Context: an optimization exercise on an open-source flow, tuned for a short achievable clock period and few clock cycles. The choices shown serve that exercise and are no tape-out recipe.
At most, simulation tests tie the RTL to the original design; equivalence was not proved.
For run 1, only the layout was checked, not whether the RTL still works.
No activity file was given, so power comes from the tool's default toggle rates.

File: flow/constraint.sdc
create_clock -name core_clock -period 5.0 [get_ports {clk}]
set_input_delay 1.0000 -clock core_clock [delete_from_list [all_inputs] [get_ports {clk}]]
set_output_delay 1.0000 -clock core_clock [all_outputs]
set_load 0.01 [all_outputs]
File: flow/standard.sh
#!/bin/bash
# synth_recipe.tcl (not shown) runs the flow's synth.tcl, then flattens the netlist and writes it again
# the make line also repeats each setting of config.mk as NAME=value (left out here)
make -C /OpenROAD-flow-scripts/flow DESIGN_CONFIG=/design/flow/config.mk WORK_HOME=/design/flow/orfs CLKGATE_MAP_FILE= SYNTH_SCRIPT=/design/flow/synth_recipe.tcl "${@:-finish}"
File: flow/design.v
module wh8_core (
    input  wire       clk,
    input  wire       rst,
    input  wire       disp_valid,
    output wire       disp_ready,
    input  wire [1:0] disp_seg,
    input  wire [7:0] disp_pc,
    input  wire [7:0] disp_acc,
    input  wire [7:0] disp_x,
    input  wire [7:0] disp_y,
    input  wire       disp_z,
    input  wire [7:0] disp_ir,
    input  wire [7:0] disp_quantum,
    output wire       mem_req,
    output wire       mem_we,
    output wire [9:0] mem_addr,
    output wire [7:0] mem_wdata,
    input  wire       mem_ack,
    input  wire [7:0] mem_rdata,
    output wire       ret_valid,
    output wire       done_valid,
    output wire [2:0] done_cause,
    output wire [7:0] r_pc,
    output wire [7:0] r_acc,
    output wire [7:0] r_x,
    output wire [7:0] r_y,
    output wire       r_z,
    output wire [7:0] r_ir,
    output reg        con_valid,
    output wire [7:0] con_data
);
    localparam [7:0] OP_BRK   = 8'h00;
    localparam [7:0] OP_ADC   = 8'h6D;
    localparam [7:0] OP_STA   = 8'h8D;
    localparam [7:0] OP_LDY_I = 8'hA0;
    localparam [7:0] OP_LDX_I = 8'hA2;
    localparam [7:0] OP_LDA_I = 8'hA9;
    localparam [7:0] OP_LDY_A = 8'hAC;
    localparam [7:0] OP_LDA_A = 8'hAD;
    localparam [7:0] OP_LDX_A = 8'hAE;
    localparam [7:0] OP_BNE   = 8'hD0;
    localparam [7:0] OP_NOP   = 8'hEA;
    localparam [7:0] OP_CPX   = 8'hEC;
    localparam [7:0] OP_INC   = 8'hEE;
    localparam [7:0] OP_SYS   = 8'hFF;
    localparam [2:0] C_QUANTUM = 3'd0;
    localparam [2:0] C_BRK     = 3'd1;
    localparam [2:0] C_ILLEGAL = 3'd3;
    localparam [2:0] C_OPSEG   = 3'd5;
    localparam [2:0] C_SYSARG  = 3'd6;
    localparam [2:0] C_STRSEG  = 3'd7;
    function [3:0] dec_tens(input [6:0] v);
        begin
            dec_tens[0] = (v == 7'd10) | (v == 7'd11) | (v == 7'd12) | (v == 7'd13) | (v == 7'd14) | (v == 7'd15) | (v == 7'd16) | (v == 7'd17) | (v == 7'd18) | (v == 7'd19) | (v == 7'd30) | (v == 7'd31) | (v == 7'd32) | (v == 7'd33) | (v == 7'd34) | (v == 7'd35) | (v == 7'd36) | (v == 7'd37) | (v == 7'd38) | (v == 7'd39) | (v == 7'd50) | (v == 7'd51) | (v == 7'd52) | (v == 7'd53) | (v == 7'd54) | (v == 7'd55) | (v == 7'd56) | (v == 7'd57) | (v == 7'd58) | (v == 7'd59) | (v == 7'd70) | (v == 7'd71) | (v == 7'd72) | (v == 7'd73) | (v == 7'd74) | (v == 7'd75) | (v == 7'd76) | (v == 7'd77) | (v == 7'd78) | (v == 7'd79) | (v == 7'd90) | (v == 7'd91) | (v == 7'd92) | (v == 7'd93) | (v == 7'd94) | (v == 7'd95) | (v == 7'd96) | (v == 7'd97) | (v == 7'd98) | (v == 7'd99);
            dec_tens[1] = (v == 7'd20) | (v == 7'd21) | (v == 7'd22) | (v == 7'd23) | (v == 7'd24) | (v == 7'd25) | (v == 7'd26) | (v == 7'd27) | (v == 7'd28) | (v == 7'd29) | (v == 7'd30) | (v == 7'd31) | (v == 7'd32) | (v == 7'd33) | (v == 7'd34) | (v == 7'd35) | (v == 7'd36) | (v == 7'd37) | (v == 7'd38) | (v == 7'd39) | (v == 7'd60) | (v == 7'd61) | (v == 7'd62) | (v == 7'd63) | (v == 7'd64) | (v == 7'd65) | (v == 7'd66) | (v == 7'd67) | (v == 7'd68) | (v == 7'd69) | (v == 7'd70) | (v == 7'd71) | (v == 7'd72) | (v == 7'd73) | (v == 7'd74) | (v == 7'd75) | (v == 7'd76) | (v == 7'd77) | (v == 7'd78) | (v == 7'd79);
            dec_tens[2] = (v == 7'd40) | (v == 7'd41) | (v == 7'd42) | (v == 7'd43) | (v == 7'd44) | (v == 7'd45) | (v == 7'd46) | (v == 7'd47) | (v == 7'd48) | (v == 7'd49) | (v == 7'd50) | (v == 7'd51) | (v == 7'd52) | (v == 7'd53) | (v == 7'd54) | (v == 7'd55) | (v == 7'd56) | (v == 7'd57) | (v == 7'd58) | (v == 7'd59) | (v == 7'd60) | (v == 7'd61) | (v == 7'd62) | (v == 7'd63) | (v == 7'd64) | (v == 7'd65) | (v == 7'd66) | (v == 7'd67) | (v == 7'd68) | (v == 7'd69) | (v == 7'd70) | (v == 7'd71) | (v == 7'd72) | (v == 7'd73) | (v == 7'd74) | (v == 7'd75) | (v == 7'd76) | (v == 7'd77) | (v == 7'd78) | (v == 7'd79);
            dec_tens[3] = (v == 7'd80) | (v == 7'd81) | (v == 7'd82) | (v == 7'd83) | (v == 7'd84) | (v == 7'd85) | (v == 7'd86) | (v == 7'd87) | (v == 7'd88) | (v == 7'd89) | (v == 7'd90) | (v == 7'd91) | (v == 7'd92) | (v == 7'd93) | (v == 7'd94) | (v == 7'd95) | (v == 7'd96) | (v == 7'd97) | (v == 7'd98) | (v == 7'd99);
        end
    endfunction
    function [3:0] dec_ones(input [6:0] v);
        begin
            dec_ones[0] = (v == 7'd1) | (v == 7'd3) | (v == 7'd5) | (v == 7'd7) | (v == 7'd9) | (v == 7'd11) | (v == 7'd13) | (v == 7'd15) | (v == 7'd17) | (v == 7'd19) | (v == 7'd21) | (v == 7'd23) | (v == 7'd25) | (v == 7'd27) | (v == 7'd29) | (v == 7'd31) | (v == 7'd33) | (v == 7'd35) | (v == 7'd37) | (v == 7'd39) | (v == 7'd41) | (v == 7'd43) | (v == 7'd45) | (v == 7'd47) | (v == 7'd49) | (v == 7'd51) | (v == 7'd53) | (v == 7'd55) | (v == 7'd57) | (v == 7'd59) | (v == 7'd61) | (v == 7'd63) | (v == 7'd65) | (v == 7'd67) | (v == 7'd69) | (v == 7'd71) | (v == 7'd73) | (v == 7'd75) | (v == 7'd77) | (v == 7'd79) | (v == 7'd81) | (v == 7'd83) | (v == 7'd85) | (v == 7'd87) | (v == 7'd89) | (v == 7'd91) | (v == 7'd93) | (v == 7'd95) | (v == 7'd97) | (v == 7'd99);
            dec_ones[1] = (v == 7'd2) | (v == 7'd3) | (v == 7'd6) | (v == 7'd7) | (v == 7'd12) | (v == 7'd13) | (v == 7'd16) | (v == 7'd17) | (v == 7'd22) | (v == 7'd23) | (v == 7'd26) | (v == 7'd27) | (v == 7'd32) | (v == 7'd33) | (v == 7'd36) | (v == 7'd37) | (v == 7'd42) | (v == 7'd43) | (v == 7'd46) | (v == 7'd47) | (v == 7'd52) | (v == 7'd53) | (v == 7'd56) | (v == 7'd57) | (v == 7'd62) | (v == 7'd63) | (v == 7'd66) | (v == 7'd67) | (v == 7'd72) | (v == 7'd73) | (v == 7'd76) | (v == 7'd77) | (v == 7'd82) | (v == 7'd83) | (v == 7'd86) | (v == 7'd87) | (v == 7'd92) | (v == 7'd93) | (v == 7'd96) | (v == 7'd97);
            dec_ones[2] = (v == 7'd4) | (v == 7'd5) | (v == 7'd6) | (v == 7'd7) | (v == 7'd14) | (v == 7'd15) | (v == 7'd16) | (v == 7'd17) | (v == 7'd24) | (v == 7'd25) | (v == 7'd26) | (v == 7'd27) | (v == 7'd34) | (v == 7'd35) | (v == 7'd36) | (v == 7'd37) | (v == 7'd44) | (v == 7'd45) | (v == 7'd46) | (v == 7'd47) | (v == 7'd54) | (v == 7'd55) | (v == 7'd56) | (v == 7'd57) | (v == 7'd64) | (v == 7'd65) | (v == 7'd66) | (v == 7'd67) | (v == 7'd74) | (v == 7'd75) | (v == 7'd76) | (v == 7'd77) | (v == 7'd84) | (v == 7'd85) | (v == 7'd86) | (v == 7'd87) | (v == 7'd94) | (v == 7'd95) | (v == 7'd96) | (v == 7'd97);
            dec_ones[3] = (v == 7'd8) | (v == 7'd9) | (v == 7'd18) | (v == 7'd19) | (v == 7'd28) | (v == 7'd29) | (v == 7'd38) | (v == 7'd39) | (v == 7'd48) | (v == 7'd49) | (v == 7'd58) | (v == 7'd59) | (v == 7'd68) | (v == 7'd69) | (v == 7'd78) | (v == 7'd79) | (v == 7'd88) | (v == 7'd89) | (v == 7'd98) | (v == 7'd99);
        end
    endfunction
    reg st_idle;    
    reg st_f;       
    reg st_a1;      
    reg st_a2;      
    reg st_d;       
    reg st_w;       
    reg st_s1;      
    reg st_s2;      
    reg st_fz;      
    reg [7:0] pc, acc;      
    reg       x_is1, x_is2;    
    reg [1:0] seg;
    reg [7:0] qleft;      
    reg       q_is1, q_is2;    
    reg       qinf;       
    reg [7:0] addr;
    reg [7:0] addr1;      
    reg       a_ff;       
    reg [7:0] incv;       
    reg       i_two;      
    reg       i_bne, i_ldai, i_ldxi, i_ldyi;
    reg       i_lda, i_ldx, i_ldy, i_adc, i_cpx, i_sta, i_inc;
    reg [7:0] lo;
    reg [1:0] d_h;
    reg [6:0] d_r;
    reg [2:0] fcause_r;
    reg       d_n3, d_n1;      
    reg       s1_two;          
    reg       s1_first;        
    reg [7:0] ch3;
    reg       ret_r, done_r, rdy_r, req_r, we_r;
    reg [2:0] o_cause;
    reg [9:0] o_addr;
    reg [7:0] o_wdata, o_pc, o_acc, o_x, o_y, o_ir, o_con;
    reg       o_z;
    assign mem_req    = req_r;
    assign mem_we     = we_r;
    assign mem_addr   = o_addr;
    assign mem_wdata  = o_wdata;
    assign disp_ready = rdy_r;
    assign ret_valid  = ret_r;
    assign done_valid = done_r;
    assign done_cause = o_cause;
    assign r_pc  = o_pc;
    assign r_acc = o_acc;
    assign r_x   = o_x;
    assign r_y   = o_y;
    assign r_z   = o_z;
    assign r_ir  = o_ir;
    assign con_data = o_con;
    wire [7:0] rd  = mem_rdata;
    wire       ack = mem_ack;
    wire d_brk  = (rd == OP_BRK);
    wire d_nop  = (rd == OP_NOP);
    wire d_sys  = (rd == OP_SYS);
    wire d_bne  = (rd == OP_BNE);
    wire d_ldai = (rd == OP_LDA_I);
    wire d_ldxi = (rd == OP_LDX_I);
    wire d_ldyi = (rd == OP_LDY_I);
    wire d_lda  = (rd == OP_LDA_A);
    wire d_ldx  = (rd == OP_LDX_A);
    wire d_ldy  = (rd == OP_LDY_A);
    wire d_adc  = (rd == OP_ADC);
    wire d_cpx  = (rd == OP_CPX);
    wire d_sta  = (rd == OP_STA);
    wire d_inc  = (rd == OP_INC);
    wire d_one  = d_bne | d_ldai | d_ldxi | d_ldyi;
    wire d_two  = d_lda | d_ldx | d_ldy | d_adc | d_cpx | d_sta | d_inc;
    wire d_args = d_one | d_two;
    wire rd_nz  = |rd;
    wire [7:0] addr2 = addr1 + 8'd1;
    wire [7:0] tgt   = addr1 + rd;
    wire [8:0] tgt1w = {addr1, 1'b1} + {rd, 1'b1};
    wire [7:0] tgt1  = tgt1w[8:1];
    wire       taken = i_bne & ~o_z;
    wire qlast   = ~qinf & (ret_r ? q_is2 : q_is1);
    wire f_go    = st_f & ack;
    wire retire  = (f_go & (d_nop | (d_sys & x_is1 & d_n1))) | (st_a1 & ack & ~i_two) |
                   (st_d & ack & ~i_inc) | (st_w & ack) | (st_s1 & ~s1_two) |
                   (st_s2 & ack & ~rd_nz);
    wire fault   = (f_go & ~(d_args | d_nop | (d_sys & (x_is1 | x_is2)))) |
                   (st_a2 & ack & rd_nz) | (st_s2 & ack & rd_nz & a_ff);
    wire [2:0] fcause = st_a2 ? C_OPSEG : st_s2 ? C_STRSEG :
                        d_brk ? C_BRK : d_sys ? C_SYSARG : C_ILLEGAL;
    wire stop_q  = retire & qlast;
    wire start   = st_idle & disp_valid;
    always @(posedge clk) begin
        if (rst) begin
            st_idle <= 1'b1;
            st_f    <= 1'b0;
            st_a1   <= 1'b0;
            st_a2   <= 1'b0;
            st_d    <= 1'b0;
            st_w    <= 1'b0;
            st_s1   <= 1'b0;
            st_s2   <= 1'b0;
            st_fz   <= 1'b0;
            req_r   <= 1'b0;
            we_r    <= 1'b0;
            ret_r   <= 1'b0;
            done_r  <= 1'b0;
            rdy_r   <= 1'b1;
            con_valid <= 1'b0;
        end else begin
            st_idle <= (st_idle & ~disp_valid) | st_fz | stop_q;
            rdy_r   <= (st_idle & ~disp_valid) | st_fz | stop_q;
            req_r   <= start | (req_r & ~st_fz & ~stop_q);
            st_fz   <= fault;
            st_f    <= start | (st_f & ~ack) | (retire & ~qlast);
            st_a1   <= (st_a1 & ~ack) | (f_go & d_args);
            st_a2   <= (st_a2 & ~ack) | (st_a1 & ack & i_two);
            st_d    <= (st_d & ~ack) | (st_a2 & ack & ~rd_nz);
            st_w    <= (st_w & ~ack) | (st_d & ack & i_inc);
            st_s1   <= (f_go & d_sys & x_is1 & ~d_n1) | (st_s1 & s1_two);
            s1_first <= st_f;
            st_s2   <= (st_s2 & ~(ack & (~rd_nz | a_ff))) | (f_go & d_sys & x_is2);
            we_r    <= (st_a2 & ack & i_sta & ~rd_nz) | (st_d & ~ack & we_r) |
                       (st_d & ack & i_inc) | (st_w & ~ack);
            ret_r   <= retire;
            done_r  <= st_fz | stop_q;
            con_valid <= (f_go & d_sys & x_is1) | st_s1 | (st_s2 & ack & rd_nz & ~a_ff);
        end
    end
    wire       tk      = st_a1 & taken;                     
    wire       fs2     = st_f & d_sys & x_is2;              
    wire       s2c     = st_s2 & rd_nz;                     
    wire       pc_en   = start | st_f | st_a1 | st_a2;
    wire [7:0] pc_e    = start ? disp_pc : addr1;
    wire [7:0] pc_d    = tk ? tgt : pc_e;
    wire       ir_en   = start | st_f;
    wire [7:0] ir_d    = start ? disp_ir : rd;
    wire       adc_go  = st_d & i_adc & ack;
    wire       acc_en  = start | (st_a1 & i_ldai) | (st_d & i_lda) | adc_go;
    wire [7:0] acc_sum = acc + rd;
    wire [7:0] acc_d   = (st_d & i_adc) ? acc_sum : start ? disp_acc : rd;
    wire       x_en    = start | (st_a1 & i_ldxi) | (st_d & i_ldx);
    wire [7:0] x_d     = start ? disp_x : rd;
    wire       y_en    = start | (st_a1 & i_ldyi) | (st_d & i_ldy);
    wire [7:0] y_d     = start ? disp_y : rd;
    wire       z_en    = start | (st_d & i_cpx);
    wire       z_d     = start ? disp_z : (rd == o_x);
    wire       addr_en = start | (ack & (st_f | st_a1 | st_a2 | st_w | st_s2 | (st_d & ~i_inc)));
    wire [7:0] addr_e  = start ? disp_pc : st_a2 ? lo : (st_f | st_a1) ? addr1 : pc;
    wire [7:0] addr_d  = tk ? tgt : (fs2 | s2c) ? (st_f ? o_y : addr1) : addr_e;
    wire [7:0] addr1_e = start ? disp_pc + 8'd1 : st_a2 ? lo + 8'd1 : (st_f | st_a1) ? addr2 : pc + 8'd1;
    wire [7:0] addr1_d = tk ? tgt1 : (fs2 | s2c) ? (st_f ? o_y + 8'd1 : addr2) : addr1_e;
    wire [7:0] oaddr_e = addr_en ? addr_e : st_s1 ? pc : addr;
    wire [7:0] oaddr_d = (ack & tk) ? tgt : (ack & (fs2 | s2c)) ? (st_f ? o_y : addr1) : oaddr_e;
    wire [1:0] seg_d   = start ? disp_seg : seg;
    wire [7:0] inc_d   = rd + 8'd1;
    wire       inc_now = st_d & ack & i_inc;
    wire [7:0] q_d     = start ? disp_quantum : qleft - 8'd1;
    always @(posedge clk) begin
        if (pc_en)  pc  <= pc_d;
        if (acc_en) acc <= acc_d;
        if (x_en) begin
            x_is1 <= (x_d == 8'd1);
            x_is2 <= (x_d == 8'd2);
        end
        if (y_en) begin
            d_h  <= (y_d >= 8'd200) ? 2'd2 : (y_d >= 8'd100) ? 2'd1 : 2'd0;
            d_n3 <= (y_d >= 8'd100);
            d_n1 <= (y_d < 8'd10);
        end
        if (start)  seg <= disp_seg;
        if (addr_en) begin
            addr  <= addr_d;
            addr1 <= addr1_d;
            a_ff  <= st_f ? (o_y == 8'hFF) : (addr1 == 8'hFF);
        end
        if (st_d & i_inc) incv <= inc_d;
        if (start | ret_r) begin
            qleft <= q_d;
            q_is1 <= start ? (disp_quantum == 8'd1) : (qleft == 8'd2);
            q_is2 <= start ? (disp_quantum == 8'd2) : (qleft == 8'd3);
        end
        if (start) qinf <= (disp_quantum == 8'd0);
        if (st_f) begin
            i_two  <= d_two;
            i_bne  <= d_bne;
            i_ldai <= d_ldai;
            i_ldxi <= d_ldxi;
            i_ldyi <= d_ldyi;
            i_lda  <= d_lda;
            i_ldx  <= d_ldx;
            i_ldy  <= d_ldy;
            i_adc  <= d_adc;
            i_cpx  <= d_cpx;
            i_sta  <= d_sta;
            i_inc  <= d_inc;
        end
        if (st_a1) lo <= rd;
        if (st_f) d_r <= o_y[6:0] - (d_h[1] ? 7'd72 : d_h[0] ? 7'd100 : 7'd0);
        if (st_f | st_s1) s1_two <= st_f & d_n3;
        if (st_s1) ch3 <= {4'h3, dec_ones(d_r)};
        if (~st_fz) fcause_r <= fcause;
        o_pc    <= tk ? tgt : st_fz ? 8'd0 : pc_en ? pc_e : pc;
        o_ir    <= st_fz ? 8'd0 : ir_en  ? ir_d  : o_ir;
        o_acc   <= adc_go ? acc_sum : st_fz ? 8'd0 : acc_en ? acc_d : acc;
        o_x     <= st_fz ? 8'd0 : x_en   ? x_d   : o_x;
        o_y     <= st_fz ? 8'd0 : y_en   ? y_d   : o_y;
        o_z     <= st_fz ? 1'b0 : z_en   ? z_d   : o_z;
        o_addr  <= {seg_d, oaddr_d};
        o_wdata <= inc_now ? inc_d : st_w ? incv : acc;
        o_cause <= st_fz ? fcause_r : C_QUANTUM;
        o_con   <= st_f  ? {4'h3, d_n3 ? {2'b00, d_h} : d_n1 ? o_y[3:0] : dec_tens(o_y[6:0])} :
                   st_s1 ? (s1_first ? {4'h3, d_n3 ? dec_tens(d_r) : dec_ones(d_r)} : ch3) : rd;
    end
endmodule
File: flow/flow/dont_use.txt
sky130_fd_sc_hd__a2111o_1 sky130_fd_sc_hd__a2111o_2 sky130_fd_sc_hd__a2111o_4 sky130_fd_sc_hd__a2111oi_0 sky130_fd_sc_hd__a2111oi_1 sky130_fd_sc_hd__a2111oi_2 sky130_fd_sc_hd__a2111oi_4 sky130_fd_sc_hd__a221o_1 sky130_fd_sc_hd__a221o_2 sky130_fd_sc_hd__a221o_4 sky130_fd_sc_hd__a221oi_1 sky130_fd_sc_hd__a221oi_2 sky130_fd_sc_hd__a221oi_4 sky130_fd_sc_hd__a222oi_1 sky130_fd_sc_hd__a311o_1 sky130_fd_sc_hd__a311o_2 sky130_fd_sc_hd__a311o_4 sky130_fd_sc_hd__a311oi_1 sky130_fd_sc_hd__a311oi_2 sky130_fd_sc_hd__a311oi_4 sky130_fd_sc_hd__a32o_1 sky130_fd_sc_hd__a32o_2 sky130_fd_sc_hd__a32o_4 sky130_fd_sc_hd__a32oi_1 sky130_fd_sc_hd__a32oi_2 sky130_fd_sc_hd__a32oi_4 sky130_fd_sc_hd__a41o_1 sky130_fd_sc_hd__a41o_2 sky130_fd_sc_hd__a41o_4 sky130_fd_sc_hd__a41oi_1 sky130_fd_sc_hd__a41oi_2 sky130_fd_sc_hd__a41oi_4 sky130_fd_sc_hd__and4_1 sky130_fd_sc_hd__and4_2 sky130_fd_sc_hd__and4_4 sky130_fd_sc_hd__and4b_1 sky130_fd_sc_hd__and4b_2 sky130_fd_sc_hd__and4b_4 sky130_fd_sc_hd__and4bb_1 sky130_fd_sc_hd__and4bb_2 sky130_fd_sc_hd__and4bb_4 sky130_fd_sc_hd__nand4_1 sky130_fd_sc_hd__nand4_2 sky130_fd_sc_hd__nand4_4 sky130_fd_sc_hd__nand4b_1 sky130_fd_sc_hd__nand4b_2 sky130_fd_sc_hd__nand4b_4 sky130_fd_sc_hd__nand4bb_1 sky130_fd_sc_hd__nand4bb_2 sky130_fd_sc_hd__nand4bb_4 sky130_fd_sc_hd__nor3_1 sky130_fd_sc_hd__nor3_2 sky130_fd_sc_hd__nor3_4 sky130_fd_sc_hd__nor3b_1 sky130_fd_sc_hd__nor3b_2 sky130_fd_sc_hd__nor3b_4 sky130_fd_sc_hd__nor4_1 sky130_fd_sc_hd__nor4_2 sky130_fd_sc_hd__nor4_4 sky130_fd_sc_hd__nor4b_1 sky130_fd_sc_hd__nor4b_2 sky130_fd_sc_hd__nor4b_4 sky130_fd_sc_hd__nor4bb_1 sky130_fd_sc_hd__nor4bb_2 sky130_fd_sc_hd__nor4bb_4 sky130_fd_sc_hd__o2111a_1 sky130_fd_sc_hd__o2111a_2 sky130_fd_sc_hd__o2111a_4 sky130_fd_sc_hd__o2111ai_1 sky130_fd_sc_hd__o2111ai_2 sky130_fd_sc_hd__o2111ai_4 sky130_fd_sc_hd__o221a_1 sky130_fd_sc_hd__o221a_2 sky130_fd_sc_hd__o221a_4 sky130_fd_sc_hd__o221ai_1 sky130_fd_sc_hd__o221ai_2 sky130_fd_sc_hd__o221ai_4 sky130_fd_sc_hd__o311a_1 sky130_fd_sc_hd__o311a_2 sky130_fd_sc_hd__o311a_4 sky130_fd_sc_hd__o311ai_0 sky130_fd_sc_hd__o311ai_1 sky130_fd_sc_hd__o311ai_2 sky130_fd_sc_hd__o311ai_4 sky130_fd_sc_hd__o32a_1 sky130_fd_sc_hd__o32a_2 sky130_fd_sc_hd__o32a_4 sky130_fd_sc_hd__o32ai_1 sky130_fd_sc_hd__o32ai_2 sky130_fd_sc_hd__o32ai_4 sky130_fd_sc_hd__o41a_1 sky130_fd_sc_hd__o41a_2 sky130_fd_sc_hd__o41a_4 sky130_fd_sc_hd__o41ai_1 sky130_fd_sc_hd__o41ai_2 sky130_fd_sc_hd__o41ai_4 sky130_fd_sc_hd__or3_1 sky130_fd_sc_hd__or3_2 sky130_fd_sc_hd__or3_4 sky130_fd_sc_hd__or3b_1 sky130_fd_sc_hd__or3b_2 sky130_fd_sc_hd__or3b_4 sky130_fd_sc_hd__or4_1 sky130_fd_sc_hd__or4_2 sky130_fd_sc_hd__or4_4 sky130_fd_sc_hd__or4b_1 sky130_fd_sc_hd__or4b_2 sky130_fd_sc_hd__or4b_4 sky130_fd_sc_hd__or4bb_1 sky130_fd_sc_hd__or4bb_2 sky130_fd_sc_hd__or4bb_4  sky130_fd_sc_hd__fa_1 sky130_fd_sc_hd__fa_2 sky130_fd_sc_hd__fa_4 
File: flow/flow/run.sh
#!/bin/bash
# Layout flow: the standard flow (standard.sh), with slow many-input OR/NOR,
# AOI/OAI and AND4/NAND4 cells added to the platform's don't-use list so that
# synthesis maps the logic to faster cells. Flip-flop mapping is unchanged,
# so the registers are the standard synthesis's. Each tool's output is kept
# in orfs/logs/; make's own output goes to flow_make.log.
set -euo pipefail
here="$(pwd)"
cells="$(cat flow/dont_use.txt)"
printf '\nexport DONT_USE_CELLS = %s\n' "$cells" >> config.mk
bash standard.sh > "$here/flow_make.log" 2>&1
File: flow/config.mk
export PLATFORM = sky130hd
export DESIGN_NAME = wh8_core
export DESIGN_NICKNAME = wh8_core
export VERILOG_FILES = /design/flow/design.v
export SDC_FILE = /design/flow/constraint.sdc
export NUM_CORES = 4
export LEC_CHECK = 0
export CAP_MARGIN = 20
export CORE_MARGIN = 2
export CORE_UTILIZATION = 40
export SETUP_SLACK_MARGIN = 3.0
export SLEW_MARGIN = 20

export DONT_USE_CELLS = sky130_fd_sc_hd__a2111o_1 sky130_fd_sc_hd__a2111o_2 sky130_fd_sc_hd__a2111o_4 sky130_fd_sc_hd__a2111oi_0 sky130_fd_sc_hd__a2111oi_1 sky130_fd_sc_hd__a2111oi_2 sky130_fd_sc_hd__a2111oi_4 sky130_fd_sc_hd__a221o_1 sky130_fd_sc_hd__a221o_2 sky130_fd_sc_hd__a221o_4 sky130_fd_sc_hd__a221oi_1 sky130_fd_sc_hd__a221oi_2 sky130_fd_sc_hd__a221oi_4 sky130_fd_sc_hd__a222oi_1 sky130_fd_sc_hd__a311o_1 sky130_fd_sc_hd__a311o_2 sky130_fd_sc_hd__a311o_4 sky130_fd_sc_hd__a311oi_1 sky130_fd_sc_hd__a311oi_2 sky130_fd_sc_hd__a311oi_4 sky130_fd_sc_hd__a32o_1 sky130_fd_sc_hd__a32o_2 sky130_fd_sc_hd__a32o_4 sky130_fd_sc_hd__a32oi_1 sky130_fd_sc_hd__a32oi_2 sky130_fd_sc_hd__a32oi_4 sky130_fd_sc_hd__a41o_1 sky130_fd_sc_hd__a41o_2 sky130_fd_sc_hd__a41o_4 sky130_fd_sc_hd__a41oi_1 sky130_fd_sc_hd__a41oi_2 sky130_fd_sc_hd__a41oi_4 sky130_fd_sc_hd__and4_1 sky130_fd_sc_hd__and4_2 sky130_fd_sc_hd__and4_4 sky130_fd_sc_hd__and4b_1 sky130_fd_sc_hd__and4b_2 sky130_fd_sc_hd__and4b_4 sky130_fd_sc_hd__and4bb_1 sky130_fd_sc_hd__and4bb_2 sky130_fd_sc_hd__and4bb_4 sky130_fd_sc_hd__nand4_1 sky130_fd_sc_hd__nand4_2 sky130_fd_sc_hd__nand4_4 sky130_fd_sc_hd__nand4b_1 sky130_fd_sc_hd__nand4b_2 sky130_fd_sc_hd__nand4b_4 sky130_fd_sc_hd__nand4bb_1 sky130_fd_sc_hd__nand4bb_2 sky130_fd_sc_hd__nand4bb_4 sky130_fd_sc_hd__nor3_1 sky130_fd_sc_hd__nor3_2 sky130_fd_sc_hd__nor3_4 sky130_fd_sc_hd__nor3b_1 sky130_fd_sc_hd__nor3b_2 sky130_fd_sc_hd__nor3b_4 sky130_fd_sc_hd__nor4_1 sky130_fd_sc_hd__nor4_2 sky130_fd_sc_hd__nor4_4 sky130_fd_sc_hd__nor4b_1 sky130_fd_sc_hd__nor4b_2 sky130_fd_sc_hd__nor4b_4 sky130_fd_sc_hd__nor4bb_1 sky130_fd_sc_hd__nor4bb_2 sky130_fd_sc_hd__nor4bb_4 sky130_fd_sc_hd__o2111a_1 sky130_fd_sc_hd__o2111a_2 sky130_fd_sc_hd__o2111a_4 sky130_fd_sc_hd__o2111ai_1 sky130_fd_sc_hd__o2111ai_2 sky130_fd_sc_hd__o2111ai_4 sky130_fd_sc_hd__o221a_1 sky130_fd_sc_hd__o221a_2 sky130_fd_sc_hd__o221a_4 sky130_fd_sc_hd__o221ai_1 sky130_fd_sc_hd__o221ai_2 sky130_fd_sc_hd__o221ai_4 sky130_fd_sc_hd__o311a_1 sky130_fd_sc_hd__o311a_2 sky130_fd_sc_hd__o311a_4 sky130_fd_sc_hd__o311ai_0 sky130_fd_sc_hd__o311ai_1 sky130_fd_sc_hd__o311ai_2 sky130_fd_sc_hd__o311ai_4 sky130_fd_sc_hd__o32a_1 sky130_fd_sc_hd__o32a_2 sky130_fd_sc_hd__o32a_4 sky130_fd_sc_hd__o32ai_1 sky130_fd_sc_hd__o32ai_2 sky130_fd_sc_hd__o32ai_4 sky130_fd_sc_hd__o41a_1 sky130_fd_sc_hd__o41a_2 sky130_fd_sc_hd__o41a_4 sky130_fd_sc_hd__o41ai_1 sky130_fd_sc_hd__o41ai_2 sky130_fd_sc_hd__o41ai_4 sky130_fd_sc_hd__or3_1 sky130_fd_sc_hd__or3_2 sky130_fd_sc_hd__or3_4 sky130_fd_sc_hd__or3b_1 sky130_fd_sc_hd__or3b_2 sky130_fd_sc_hd__or3b_4 sky130_fd_sc_hd__or4_1 sky130_fd_sc_hd__or4_2 sky130_fd_sc_hd__or4_4 sky130_fd_sc_hd__or4b_1 sky130_fd_sc_hd__or4b_2 sky130_fd_sc_hd__or4b_4 sky130_fd_sc_hd__or4bb_1 sky130_fd_sc_hd__or4bb_2 sky130_fd_sc_hd__or4bb_4  sky130_fd_sc_hd__fa_1 sky130_fd_sc_hd__fa_2 sky130_fd_sc_hd__fa_4 
==> results of run 1 <==
cells in the final DEF, fill, tap and decap left out, types with 11 or more instances in the layout:
cell / synthesis / routed
ha_1: 37 / 14
o22ai_1: 13 / 13
xnor2_1: 42 / 32
o211ai_1: 22 / 22
a21oi_1: 114 / 93
nand2b_1: 27 / 23
nor2_4: 1 / 14
a22oi_1: 12 / 12
ha_4: 0 / 20
buf_6: 5 / 40
nand3_1: 68 / 63
xor2_1: 34 / 33
dfxtp_1: 90 / 62
inv_1: 28 / 23
buf_2: 42 / 43
mux2i_1: 49 / 48
clkbuf_2: 1 / 28
dfxtp_4: 0 / 11
dfxtp_2: 0 / 17
a21o_1: 18 / 18
a21oi_2: 3 / 18
clkdlybuf4s50_1: 0 / 46
o21ai_0: 94 / 72
nor2_1: 154 / 132
and3_1: 41 / 37
nand2_1: 135 / 124
clkbuf_16: 0 / 18
nor2b_1: 27 / 21
a211oi_2: 3 / 12
a211oi_1: 46 / 37
and2_1: 23 / 17
o21ai_1: 8 / 23
buf_4: 8 / 107
edfxtp_1: 88 / 88
buf_12: 0 / 22
final cells by class:
type | count | area [um2] | area share, %
Timing Repair Buffer | 307 | 2870 | 17.5
Clock inverter | 12 | 121 | 0.741
Multi-Input combinational cell | 1086 | 7800 | 47.6
Sequential cell | 178 | 4510 | 27.5
Tap cell | 384 | 480 | 2.93
Timing Repair inverter | 1 | 6.26 | 0.0382
Clock buffer | 20 | 447 | 2.73
Inverter | 32 | 153 | 0.932
power by group through the flow:
| stage | clock [mW] | sequential, mW | combinational, mW |
|---|---|---|---|
| 3_3_place_gp | 0 | 1.93 | 1.36 |
| 6_report | 1.34 | 1.85 | 1.83 |
| 3_5_place_dp | 0 | 1.93 | 1.37 |
| 2_1_floorplan | 0 | 1.87 | 0.895 |
| 4_1_cts | 1.35 | 1.84 | 1.64 |
| 5_1_grt | 1.41 | 1.87 | 1.96 |
cells by family (layout without fill, tap and decap cells):
group           after synthesis  count (layout)  synth area share, %
buf+inv                     124             372                 4.99
compound gates              412             412                 22.3
simple gates                505             505                 20.5
flops                       178             178                 37.8
mux                          56              56                 4.84
xor+xnor                     76              76                 5.66
fa+ha+maj                    37              37                 3.93
metal layers:
layer	vias up	part of all wire, %	routed length, um	global-route usage (%)
li1	5455	-	-	-
met1	5593	43	18700	38.6
met2	620	46	19900	42.4
met3	93	8.5	3710	4.46
met4	0	2.8	1240	9.47
met5	-	0	0	0
registers in the layout (all words and copies together) (netlist names), 4 cells and up:
name     count
acc          8
addr         8
addr1        8
ch3          4
d_r          7
incv         8
lo           8
o_acc        8
o_addr       9
o_con        8
o_ir         8
o_pc         8
o_wdata      8
o_x          8
o_y          8
pc           8
qleft        8
repair_timing:
action	in CTS	in global routing
hold endpoints to repair	0	0
endpoints found under the setup margin	264	158
hold buffers	0	0
resized for setup	475	153
buffers inserted	99	40
cloned	5	1
pin swaps	60	61
final timing paths:
path	from	to	slack (ns)	depth (start not counted)
worst max-delay path	mem_rdata[0]	addr1[6]	2.54	13
worst min-delay path	fcause_r[2]	o_cause[2]	0.47	1
worst max register to register	addr1[0]	addr1[6]	2.62	11
worst min register to register	fcause_r[2]	o_cause[2]	0.47	1
through the flow:
| stage | worst slack, ns | instances |
|---|---|---|
| 3_5_place_dp | 1.18 | 1843 |
| 6_report | 2.54 | 2020 |
| 2_1_floorplan | 2.42 | 1388 |
| 3_3_place_gp | 1.22 | 1843 |
| 5_1_grt | 2.48 | 2020 |
| 4_1_cts | 2.52 | 1979 |
==> results.tsv, run 1 <==
stage	metric	value	unit
synth	YS warnings	1	
cts	number of H-tree levels	4	
timing	# setup viols final	0	
power_and_ir_drop	P_int	3.29	mW
placement	I/O Buffers	138	
setup_path	crit path max fanout	4	
final_layout	final net count	1723	
setup_path	CP delay by family, top	compound AO/OA/AOI/OAI gates	
power_and_ir_drop	switch share	34.4	%
final_layout	synthesis-to-finish area growth	39.2	%
setup_path	Worst Path Arrival	2.63	ns
synth	Cell Area, Synth	0.0118	mm2
power_and_ir_drop	combinational share of power	36.4	%
placement	RD Place Congestion	0.964	
synth	Async S/R FF share, synth	0	%
timing	hold_ws	0.473	ns
timing	Setup TNS	0	ns
synth	FF+latch count, synth	178	
setup_path	crit-path max cell delay	0.17	ns
timing	worst slew pin tran	0.592	ns
run_status	status	complete, no violations	
die	die area	0.0308	mm2
hold_path	HP Class	register to register	
synth	Post-synth EDFFs	88	
cts	root buf cell	clkbuf_16	
setup_path	Critical Path End Type	register	
power_and_ir_drop	total power	5.02	mW
cts	CTS max path bufs	2	
final_layout	# fillers	2552	
synth	Synth area leaders	edfxtp_1, dfxtp_1, nor2_1	
synth	Mean Syn Cell Area	8.48	um2
route	via count	11761	
global_route	first-pass GRT wire length	64900	um
die	die boundary width	176	um
setup_path	Crit path top cell by count	ha_4	
cts	CTS Buf Count	17	
global_route	gr ovfl total	0	
synth	post-synth cell types	61	
timing	Rel. slew slack	60.1	%
power_and_ir_drop	VDD IR-drop max	204	uV
final_layout	layout cells sized above 1	30.9	%
power_and_ir_drop	Psw	1.73	mW
global_route	antenna violations before repair	0	
final_layout	ANT cells	0	
timing	Tcrit/Tclk final	49.2	%
synth	cell taking the most area after synthesis	edfxtp_1	
power_and_ir_drop	Sequential Power Share	36.9	%
placement	placed cell areas	0.0137	mm2
cts	clock sinks	178	
power_and_ir_drop	part of the power in the clock network	26.6	%
synth	area fraction of the dominant cell type after synthesis	22.5	%
route	DR WL/cell	21.6	um
timing	RSZ-0062 raised after global routing	true	
timing	Final Max Tran Viols	0	
timing	fin crit period	2.46	ns
flow_run	MaxCap Viol Count	0	
die	IO Pins	139	
setup_path	Worst EP required	5.18	ns
route	DRT iter0 DRCs	992	
setup_path	Critical Path Slowest Stage Cell	ha_4	
cts	CTS tree	done	
route	First-pass DRT Iterations	5	
global_route	GRT Total Usage	27.4	%
cts	Skew-Pair Late Insertion Delay	0.44	ns
setup_path	cell-by-cell trace of the critical path	buf_8, clkinvlp_4, buf_12, ha_4, inv_4, ha_4, o21a_1, o21ai_1, nand2b_1, a21o_1, a21oi_2, xor2_1, o211ai_1	
power_and_ir_drop	Leak	6.53	nW
global_route	largest net degree at the start of global routing	41	
timing	Fmax achieved	407	MHz
route	DRC viols	0	
synth	top-count cell post-synth	nor2_1	
synth	cell count after synthesis	1388	
setup_path	Worst Setup Start Kind	input pin	
setup_path	CP Class	input pin to register	
synth	Seq/Total Area, Yosys	37.8	%
synth	commonest cells in the synthesized netlist	nor2_1, nand2_1, a21oi_1, o21ai_0, dfxtp_1	
final_layout	fin area	0.0164	mm2
die	Die Ht	176	um
global_route	vias in the first global route	10790	
route	WL final	43500	um
synth	syn_nets	1488	
route	post-route ant nets	0	
timing	Hold Vio Cnt, Final	0	
synth	prevailing post-synth register cell	dfxtp_1	
power_and_ir_drop	pwr/cell area	306	mW/mm2
final_layout	fin util	56.8	%
setup_path	Worst Path Buf+Inv	4	
die	CORE AREA	0.0289	mm2
die	FP Rows	62	
cts	Reg clk slew, reported paths	0.07	ns
placement	post-detail-place hpwl	27500	um
die	Initial Utilization	40.8	%
timing	skew final	0.0139	ns
route	vias per cell	5.82	
==> run 2, diff against run 1 <==
--- a/flow/design.v
+++ b/flow/design.v
@@ -72,8 +72,10 @@
     reg st_d;       
     reg st_w;       
+    reg st_s0;      
     reg st_s1;      
     reg st_s2;      
     reg st_fz;      
-    reg [7:0] pc, acc;      
+    reg [7:0] pc, acc, x, y, ir;
+    reg       z;
     reg       x_is1, x_is2;    
     reg [1:0] seg;
@@ -89,11 +91,10 @@
     reg       i_lda, i_ldx, i_ldy, i_adc, i_cpx, i_sta, i_inc;
     reg [7:0] lo;
+    reg [2:0] fcause_r;
     reg [1:0] d_h;
     reg [6:0] d_r;
-    reg [2:0] fcause_r;
     reg       d_n3, d_n1;      
     reg       s1_two;          
-    reg       s1_first;        
-    reg [7:0] ch3;
+    reg [7:0] ch2, ch3;
     reg       ret_r, done_r, rdy_r, req_r, we_r;
     reg [2:0] o_cause;
@@ -140,9 +141,9 @@
     wire [8:0] tgt1w = {addr1, 1'b1} + {rd, 1'b1};
     wire [7:0] tgt1  = tgt1w[8:1];
-    wire       taken = i_bne & ~o_z;
+    wire       taken = i_bne & ~z;
     wire qlast   = ~qinf & (ret_r ? q_is2 : q_is1);
     wire f_go    = st_f & ack;
-    wire retire  = (f_go & (d_nop | (d_sys & x_is1 & d_n1))) | (st_a1 & ack & ~i_two) |
-                   (st_d & ack & ~i_inc) | (st_w & ack) | (st_s1 & ~s1_two) |
+    wire retire  = (f_go & d_nop) | (st_a1 & ack & ~i_two) | (st_d & ack & ~i_inc) |
+                   (st_w & ack) | (st_s0 & d_n1) | (st_s1 & ~s1_two) |
                    (st_s2 & ack & ~rd_nz);
     wire fault   = (f_go & ~(d_args | d_nop | (d_sys & (x_is1 | x_is2)))) |
@@ -160,4 +161,5 @@
             st_d    <= 1'b0;
             st_w    <= 1'b0;
+            st_s0   <= 1'b0;
             st_s1   <= 1'b0;
             st_s2   <= 1'b0;
@@ -173,5 +175,4 @@
             rdy_r   <= (st_idle & ~disp_valid) | st_fz | stop_q;
             req_r   <= start | (req_r & ~st_fz & ~stop_q);
-            st_fz   <= fault;
             st_f    <= start | (st_f & ~ack) | (retire & ~qlast);
             st_a1   <= (st_a1 & ~ack) | (f_go & d_args);
@@ -179,12 +180,13 @@
             st_d    <= (st_d & ~ack) | (st_a2 & ack & ~rd_nz);
             st_w    <= (st_w & ~ack) | (st_d & ack & i_inc);
-            st_s1   <= (f_go & d_sys & x_is1 & ~d_n1) | (st_s1 & s1_two);
-            s1_first <= st_f;
+            st_s0   <= f_go & d_sys & x_is1;
+            st_s1   <= (st_s0 & ~d_n1) | (st_s1 & s1_two);
             st_s2   <= (st_s2 & ~(ack & (~rd_nz | a_ff))) | (f_go & d_sys & x_is2);
+            st_fz   <= fault;
             we_r    <= (st_a2 & ack & i_sta & ~rd_nz) | (st_d & ~ack & we_r) |
                        (st_d & ack & i_inc) | (st_w & ~ack);
             ret_r   <= retire;
             done_r  <= st_fz | stop_q;
-            con_valid <= (f_go & d_sys & x_is1) | st_s1 | (st_s2 & ack & rd_nz & ~a_ff);
+            con_valid <= st_s0 | st_s1 | (st_s2 & ack & rd_nz & ~a_ff);
         end
     end
@@ -192,26 +194,25 @@
     wire       fs2     = st_f & d_sys & x_is2;              
     wire       s2c     = st_s2 & rd_nz;                     
-    wire       pc_en   = start | st_f | st_a1 | st_a2;
-    wire [7:0] pc_e    = start ? disp_pc : addr1;
+    wire       pc_en   = start | st_fz | st_f | st_a1 | st_a2;
+    wire [7:0] pc_e    = start ? disp_pc : st_fz ? 8'd0 : addr1;
     wire [7:0] pc_d    = tk ? tgt : pc_e;
-    wire       ir_en   = start | st_f;
-    wire [7:0] ir_d    = start ? disp_ir : rd;
-    wire       adc_go  = st_d & i_adc & ack;
-    wire       acc_en  = start | (st_a1 & i_ldai) | (st_d & i_lda) | adc_go;
+    wire       ir_en   = start | st_fz | st_f;
+    wire [7:0] ir_d    = start ? disp_ir : st_fz ? 8'd0 : rd;
+    wire       acc_en  = start | st_fz | (st_a1 & i_ldai) | (st_d & i_lda) | (st_d & i_adc & ack);
     wire [7:0] acc_sum = acc + rd;
-    wire [7:0] acc_d   = (st_d & i_adc) ? acc_sum : start ? disp_acc : rd;
-    wire       x_en    = start | (st_a1 & i_ldxi) | (st_d & i_ldx);
-    wire [7:0] x_d     = start ? disp_x : rd;
-    wire       y_en    = start | (st_a1 & i_ldyi) | (st_d & i_ldy);
-    wire [7:0] y_d     = start ? disp_y : rd;
-    wire       z_en    = start | (st_d & i_cpx);
-    wire       z_d     = start ? disp_z : (rd == o_x);
+    wire [7:0] acc_d   = (st_d & i_adc) ? acc_sum : start ? disp_acc : st_fz ? 8'd0 : rd;
+    wire       x_en    = start | st_fz | (st_a1 & i_ldxi) | (st_d & i_ldx);
+    wire [7:0] x_d     = start ? disp_x : st_fz ? 8'd0 : rd;
+    wire       y_en    = start | st_fz | (st_a1 & i_ldyi) | (st_d & i_ldy);
+    wire [7:0] y_d     = start ? disp_y : st_fz ? 8'd0 : rd;
+    wire       z_en    = start | st_fz | (st_d & i_cpx);
+    wire       z_d     = start ? disp_z : st_fz ? 1'b0 : (rd == x);
     wire       addr_en = start | (ack & (st_f | st_a1 | st_a2 | st_w | st_s2 | (st_d & ~i_inc)));
     wire [7:0] addr_e  = start ? disp_pc : st_a2 ? lo : (st_f | st_a1) ? addr1 : pc;
-    wire [7:0] addr_d  = tk ? tgt : (fs2 | s2c) ? (st_f ? o_y : addr1) : addr_e;
+    wire [7:0] addr_d  = tk ? tgt : (fs2 | s2c) ? (st_f ? y : addr1) : addr_e;
     wire [7:0] addr1_e = start ? disp_pc + 8'd1 : st_a2 ? lo + 8'd1 : (st_f | st_a1) ? addr2 : pc + 8'd1;
-    wire [7:0] addr1_d = tk ? tgt1 : (fs2 | s2c) ? (st_f ? o_y + 8'd1 : addr2) : addr1_e;
-    wire [7:0] oaddr_e = addr_en ? addr_e : st_s1 ? pc : addr;
-    wire [7:0] oaddr_d = (ack & tk) ? tgt : (ack & (fs2 | s2c)) ? (st_f ? o_y : addr1) : oaddr_e;
+    wire [7:0] addr1_d = tk ? tgt1 : (fs2 | s2c) ? (st_f ? y + 8'd1 : addr2) : addr1_e;
+    wire [7:0] oaddr_e = addr_en ? addr_e : (st_s0 | st_s1) ? pc : addr;
+    wire [7:0] oaddr_d = (ack & tk) ? tgt : (ack & (fs2 | s2c)) ? (st_f ? y : addr1) : oaddr_e;
     wire [1:0] seg_d   = start ? disp_seg : seg;
     wire [7:0] inc_d   = rd + 8'd1;
@@ -220,19 +221,18 @@
     always @(posedge clk) begin
         if (pc_en)  pc  <= pc_d;
+        if (ir_en)  ir  <= ir_d;
         if (acc_en) acc <= acc_d;
         if (x_en) begin
+            x     <= x_d;
             x_is1 <= (x_d == 8'd1);
             x_is2 <= (x_d == 8'd2);
         end
-        if (y_en) begin
-            d_h  <= (y_d >= 8'd200) ? 2'd2 : (y_d >= 8'd100) ? 2'd1 : 2'd0;
-            d_n3 <= (y_d >= 8'd100);
-            d_n1 <= (y_d < 8'd10);
-        end
+        if (y_en)   y   <= y_d;
+        if (z_en)   z   <= z_d;
         if (start)  seg <= disp_seg;
         if (addr_en) begin
             addr  <= addr_d;
             addr1 <= addr1_d;
-            a_ff  <= st_f ? (o_y == 8'hFF) : (addr1 == 8'hFF);
+            a_ff  <= st_f ? (y == 8'hFF) : (addr1 == 8'hFF);
         end
         if (st_d & i_inc) incv <= inc_d;
@@ -243,4 +243,5 @@
         end
         if (start) qinf <= (disp_quantum == 8'd0);
+        if (~st_fz) fcause_r <= fcause;
         if (st_f) begin
             i_two  <= d_two;
@@ -258,19 +259,26 @@
         end
         if (st_a1) lo <= rd;
-        if (st_f) d_r <= o_y[6:0] - (d_h[1] ? 7'd72 : d_h[0] ? 7'd100 : 7'd0);
-        if (st_f | st_s1) s1_two <= st_f & d_n3;
-        if (st_s1) ch3 <= {4'h3, dec_ones(d_r)};
-        if (~st_fz) fcause_r <= fcause;
+        if (st_f) begin
+            d_h  <= (y >= 8'd200) ? 2'd2 : (y >= 8'd100) ? 2'd1 : 2'd0;
+            d_r  <= (y >= 8'd200) ? y - 8'd200 : (y >= 8'd100) ? y - 8'd100 : y;
+            d_n3 <= (y >= 8'd100);
+            d_n1 <= (y < 8'd10);
+        end
+        if (st_s0 | st_s1) begin
+            ch2    <= st_s0 ? {4'h3, d_n3 ? dec_tens(d_r) : dec_ones(d_r)} : ch3;
+            s1_two <= st_s0 & d_n3;
+        end
+        if (st_s0) ch3 <= {4'h3, dec_ones(d_r)};
         o_pc    <= tk ? tgt : st_fz ? 8'd0 : pc_en ? pc_e : pc;
-        o_ir    <= st_fz ? 8'd0 : ir_en  ? ir_d  : o_ir;
-        o_acc   <= adc_go ? acc_sum : st_fz ? 8'd0 : acc_en ? acc_d : acc;
-        o_x     <= st_fz ? 8'd0 : x_en   ? x_d   : o_x;
-        o_y     <= st_fz ? 8'd0 : y_en   ? y_d   : o_y;
-        o_z     <= st_fz ? 1'b0 : z_en   ? z_d   : o_z;
+        o_ir    <= st_fz ? 8'd0 : ir_en  ? ir_d  : ir;
+        o_acc   <= (st_d & i_adc & ack) ? acc_sum : st_fz ? 8'd0 : acc_en ? acc_d : acc;
+        o_x     <= st_fz ? 8'd0 : x_en   ? x_d   : x;
+        o_y     <= st_fz ? 8'd0 : y_en   ? y_d   : y;
+        o_z     <= st_fz ? 1'b0 : z_en   ? z_d   : z;
         o_addr  <= {seg_d, oaddr_d};
         o_wdata <= inc_now ? inc_d : st_w ? incv : acc;
         o_cause <= st_fz ? fcause_r : C_QUANTUM;
-        o_con   <= st_f  ? {4'h3, d_n3 ? {2'b00, d_h} : d_n1 ? o_y[3:0] : dec_tens(o_y[6:0])} :
-                   st_s1 ? (s1_first ? {4'h3, d_n3 ? dec_tens(d_r) : dec_ones(d_r)} : ch3) : rd;
+        o_con   <= st_s0 ? {4'h3, d_n3 ? {2'b00, d_h} : d_n1 ? d_r[3:0] : dec_tens(d_r)} :
+                   st_s1 ? ch2 : rd;
     end
 endmodule
==> run 2 against run 1 <==
Against the previous run: still clean on timing, DRC and antenna; global-route usage decreased by 1.6 points; power up 9.9%; sequential power rose by 16%; non-clock buffer count decreased by 42; synthesized cell count down 3.2%; utilization decreased by 2.1 points; area after synthesis grew 1.4%; critical endpoint is now o_acc[6]; largest power group unchanged; highest routed layer unchanged.
==> results.tsv, run 2 <==
stage	metric	value	unit	change
global_route	global route hottest layer	met2		
setup_path	Worst Setup Start Kind	input pin		
global_route	vias in the first global route	10761		-0.27%
synth	cell count after synthesis	1344		-3.2%
synth	Seq/Total Area, Yosys	42.4	%	+4.6 points
cts	root buf cell	clkbuf_16		
synth	syn_nets	1445		-2.9%
global_route	largest net degree at the start of global routing	74		+80%
cts	clock sinks	207		+16%
setup_path	cell-by-cell trace of the critical path	buf_12, buf_12, ha_4, ha_4, o21a_1, o21ai_1, nand2b_1, a31oi_1, xor2_1, a21oi_2		
timing	Hold Vio Cnt, Final	0		unchanged
setup_path	worst reg2reg path endpoint	o_addr[4]		
die	CORE AREA	0.0295	mm2	+2.2%
synth	YS warnings	1		unchanged
setup_path	CP delay by family, top	compound AO/OA/AOI/OAI gates		
cts	CTS max path bufs	3		+1
final_layout	most frequent cells in the layout	nand2_1, nor2_1, buf_4, a21oi_1, edfxtp_1		
placement	I/O Buffers	138		unchanged
hold_path	Hold Path Stages	1		unchanged
synth	XOR/XNOR share of the synthesized area	5.14	%	-0.52 points
synth	Cell Area, Synth	0.0119	mm2	+1.4%
cts	Skew-Pair Late Insertion Delay	0.53	ns	+0.09 ns
setup_path	cell depth of the worst flop-to-flop path	8		-3
setup_path	CP Class	input pin to register		
final_layout	final net count	1657		-3.8%
final_layout	max reg flops	9		unchanged
timing	Setup TNS	0	ns	unchanged
setup_path	crit-path max cell delay	0.28	ns	+0.11 ns
setup_path	Worst Path Arrival	2.62	ns	about the same
placement	Inst Count DP	1808		-1.9%
route	DRC viols	0		unchanged
timing	fin crit period	2.23	ns	-0.231 ns
die	Die Ht	177	um	+0.69%
route	via count	10996		-6.5%
global_route	GRT Total Usage	25.8	%	-1.6 points
final_layout	post-route insts no fill	1964		-2.8%
global_route	first-pass GRT wire length	62500	um	-3.7%
final_layout	fin util	54.7	%	-2.1 points
route	post-route ant nets	0		unchanged
flow_run	MaxCap Viol Count	0		unchanged
synth	Synth area leaders	edfxtp_1, dfxtp_1, nand2_1		
synth	commonest cells in the synthesized netlist	nand2_1, nor2_1, dfxtp_1, a21oi_1, edfxtp_1		
hold_path	hold_sp	fcause_r[2]		
timing	Fmax achieved	449	MHz	+10%
die	die boundary width	177	um	+0.69%
route	WL final	41400	um	-5.0%
synth	Post-Synth Simple-Gate Area	19.8	%	-0.66 points
timing	hold_ws	0.443	ns	-0.0299 ns
synth	multiplexer share of the synthesized area	5.29	%	+0.46 points
global_route	antenna violations before repair	1		+1
cts	CTS Buf Count	24		+7
timing	Final Max Tran Viols	0		unchanged
final_layout	ANT cells	0		unchanged
die	FP Rows	63		+1.6%
setup_path	worst r2r src	addr1[1]		
power_and_ir_drop	Leak	6.50	nW	-0.56%
synth	largest family of logic cells by synthesized area	simple AND/OR/NAND/NOR gates		
setup_path	Worst Path Buf+Inv	2		-2
synth	Post-synth EDFFs	91		+3.4%
setup_path	Critical Path End Type	register		
setup_path	Critical Path Slowest Stage Cell	xor2_1		
setup_path	Worst EP required	5.40	ns	+0.22 ns
synth	FF+latch count, synth	207		+16%
placement	post-detail-place hpwl	27300	um	-0.54%
synth	prevailing post-synth register cell	dfxtp_1		
cts	hold buffers post-CTS	0		unchanged
hold_path	HP Class	register to register		
global_route	grt met1 use	35.4	%	-3.3 points
power_and_ir_drop	pwr/cell area	342	mW/mm2	+12%
synth	area fraction of the dominant cell type after synthesis	22.9	%	+0.44 points
timing	skew final	0.0127	ns	-0.00116 ns
global_route	met3 Use GR	5.86	%	+1.4 points
final_layout	Most flops, register	o_addr		
placement	RD Place Congestion	0.952		-1.3%
power_and_ir_drop	VDD IR-drop max	201	uV	-1.5%
synth	top-count cell post-synth	nand2_1		
route	DR WL/cell	21.1	um	-2.3%
synth	Async S/R FF share, synth	0	%	unchanged
timing	Tcrit/Tclk final	44.6	%	-4.6 points
timing	RSZ-0062 raised after global routing	true		
global_route	met2 Use GR	39.4	%	-3.0 points
synth	Compound-Gate Fraction of Synth Area	18.6	%	-3.7 points
route	DRT iter0 DRCs	1112		+12%
final_layout	most common cell after layout, fill and taps aside	nand2_1		
final_layout	synthesis-to-finish area growth	35.1	%	
synth	Synth Area in Adders	4.07	%	+0.13 points
final_layout	# fillers	2636		+3.3%
route	First-pass DRT Iterations	6		+1
setup_path	flop-to-flop setup slack	2.81	ns	+0.19 ns
timing	worst slew pin tran	0.743	ns	+0.151 ns
synth	Mean Syn Cell Area	8.88	um2	+4.7%
final_layout	layout cells sized above 1	29.0	%	-1.9 points
cts	CTS tree	done		
die	IO Pins	139		unchanged
die	Initial Utilization	40.5	%	-0.30 points
timing	Rel. slew slack	50.1	%	-10 points
synth	cell taking the most area after synthesis	edfxtp_1		
die	die area	0.0312	mm2	+1.4%
setup_path	crit path max fanout	4		unchanged
global_route	gr ovfl total	0		unchanged
timing	# setup viols final	0		unchanged
synth	post-synth cell types	61		unchanged
cts	Reg clk slew, reported paths	0.06	ns	about the same
route	vias per cell	5.60		-3.8%
run_status	status	complete, no violations		
hold_path	Endpoint, Worst Hold	o_cause[2]		
cts	number of H-tree levels	1		-3
==> run 2: area by class of cell <==
cell class / count / area (um2) / area share [%]
multi-input cells: 1018 / 7290 / 45.2
clock buffers: 35 / 747 / 4.63
inverters: 40 / 194 / 1.20
repair buffers: 265 / 2240 / 13.9
clock inverters: 9 / 55.1 / 0.341
flip-flops and latches: 207 / 5100 / 31.6
well taps: 390 / 488 / 3.03
==> run 2: power by group <==
group          switching [mW]  total, mW  leakage (nW)  internal [mW]
sequential              0.151       2.14          1.83           1.99
clock                   0.740       1.78         0.395           1.04
combinational           0.857       1.60          4.27          0.738
total                    1.75       5.51          6.50           3.76
==> run 2: worst reg2reg max path, cell delays in order, from the launching register on <==
cell and delay, ns:
edfxtp_1 0.54, ha_4 0.30, ha_4 0.16, o21a_1 0.20
o21ai_1 0.12, nand2b_1 0.16, xnor2_4 0.20, a22o_1 0.27
a22oi_2 0.14
==> run 2: timing repair <==
action,in CTS,in global routing
buffers inserted,82,27
gates resized for setup,497,111
pin swaps,54,69
endpoints found under the hold margin,0,0
endpoints found under the setup margin,286,109
cloned,2,1
==> run 2: cells by family (layout without fill, tap and decap cells) <==
logic type | after synthesis | in the layout
mux | 62 | 62
fa+ha+maj | 39 | 39
flops | 207 | 207
buf+inv | 121 | 349
xor+xnor | 70 | 70
compound gates | 358 | 358
simple gates | 487 | 489
==> run 2: worst max-delay path by stage <==
| stage | from | to | slack [ns] | depth (start not counted) |
|---|---|---|---|---|
| detailed placement | mem_rdata[4] | addr[7] | 1.33 | 8 |
| global placement | mem_rdata[4] | addr[7] | 1.37 | 8 |
| global route | mem_rdata[1] | o_acc[6] | 2.74 | 10 |
| CTS | mem_rdata[1] | o_acc[6] | 2.80 | 10 |
| floorplan | mem_rdata[4] | addr[7] | 2.54 | 8 |
| finish | mem_rdata[1] | o_acc[6] | 2.77 | 10 |
==> run 2: layer usage <==
layer	share of wire, %	vias up	routed length (um)
met5	0	-	0
met4	3.6	0	1480
met3	8.5	108	3500
met2	44	505	18200
met1	44	5184	18200
li1	-	5199	-
==> run 2: per-stage QoR <==
step | worst slack, ns | total power [mW] | area (um2)
2_1_floorplan | 2.54 | 3.01 | 12400
3_3_place_gp | 1.37 | 3.52 | 13900
3_5_place_dp | 1.33 | 3.53 | 13900
4_1_cts | 2.80 | 5.39 | 15500
5_1_grt | 2.74 | 5.76 | 16100
6_report | 2.77 | 5.51 | 16100
Testbench counts of run 2, summed over its fixed seeds: cycles 418,679.

==> afterwards: timing with drivers on the ports <==
The results above use ideal ports. As a check the final layouts listed here were re-extracted and re-timed, cells and wires unchanged. Step 1 assumes that a clkbuf_16 drives the clock port and a buf_2 every other input. Step 2 times the ports against the registers' clock, not the clock port: input delays grow and output delays shrink by t, the midpoint of the rising clock arrivals with the driver on. Slacks: ideal / step 1 / step 2; pairs: ideal / step 1.
| run | t (ns) | setup slack, ns | cell pins on the clock port's net |
|---|---|---|---|
| run 1 | 0.485 | 2.541 / 2.549 / 2.064 | 1 |
| run 2 | 0.573 | 2.772 / 2.777 / 2.204 | 1 |
After both steps setup and hold are still met in every run listed. For run 2, which loses most, drivers alone change the setup slack by +0.005 ns; drivers and shift together by -0.568 ns.
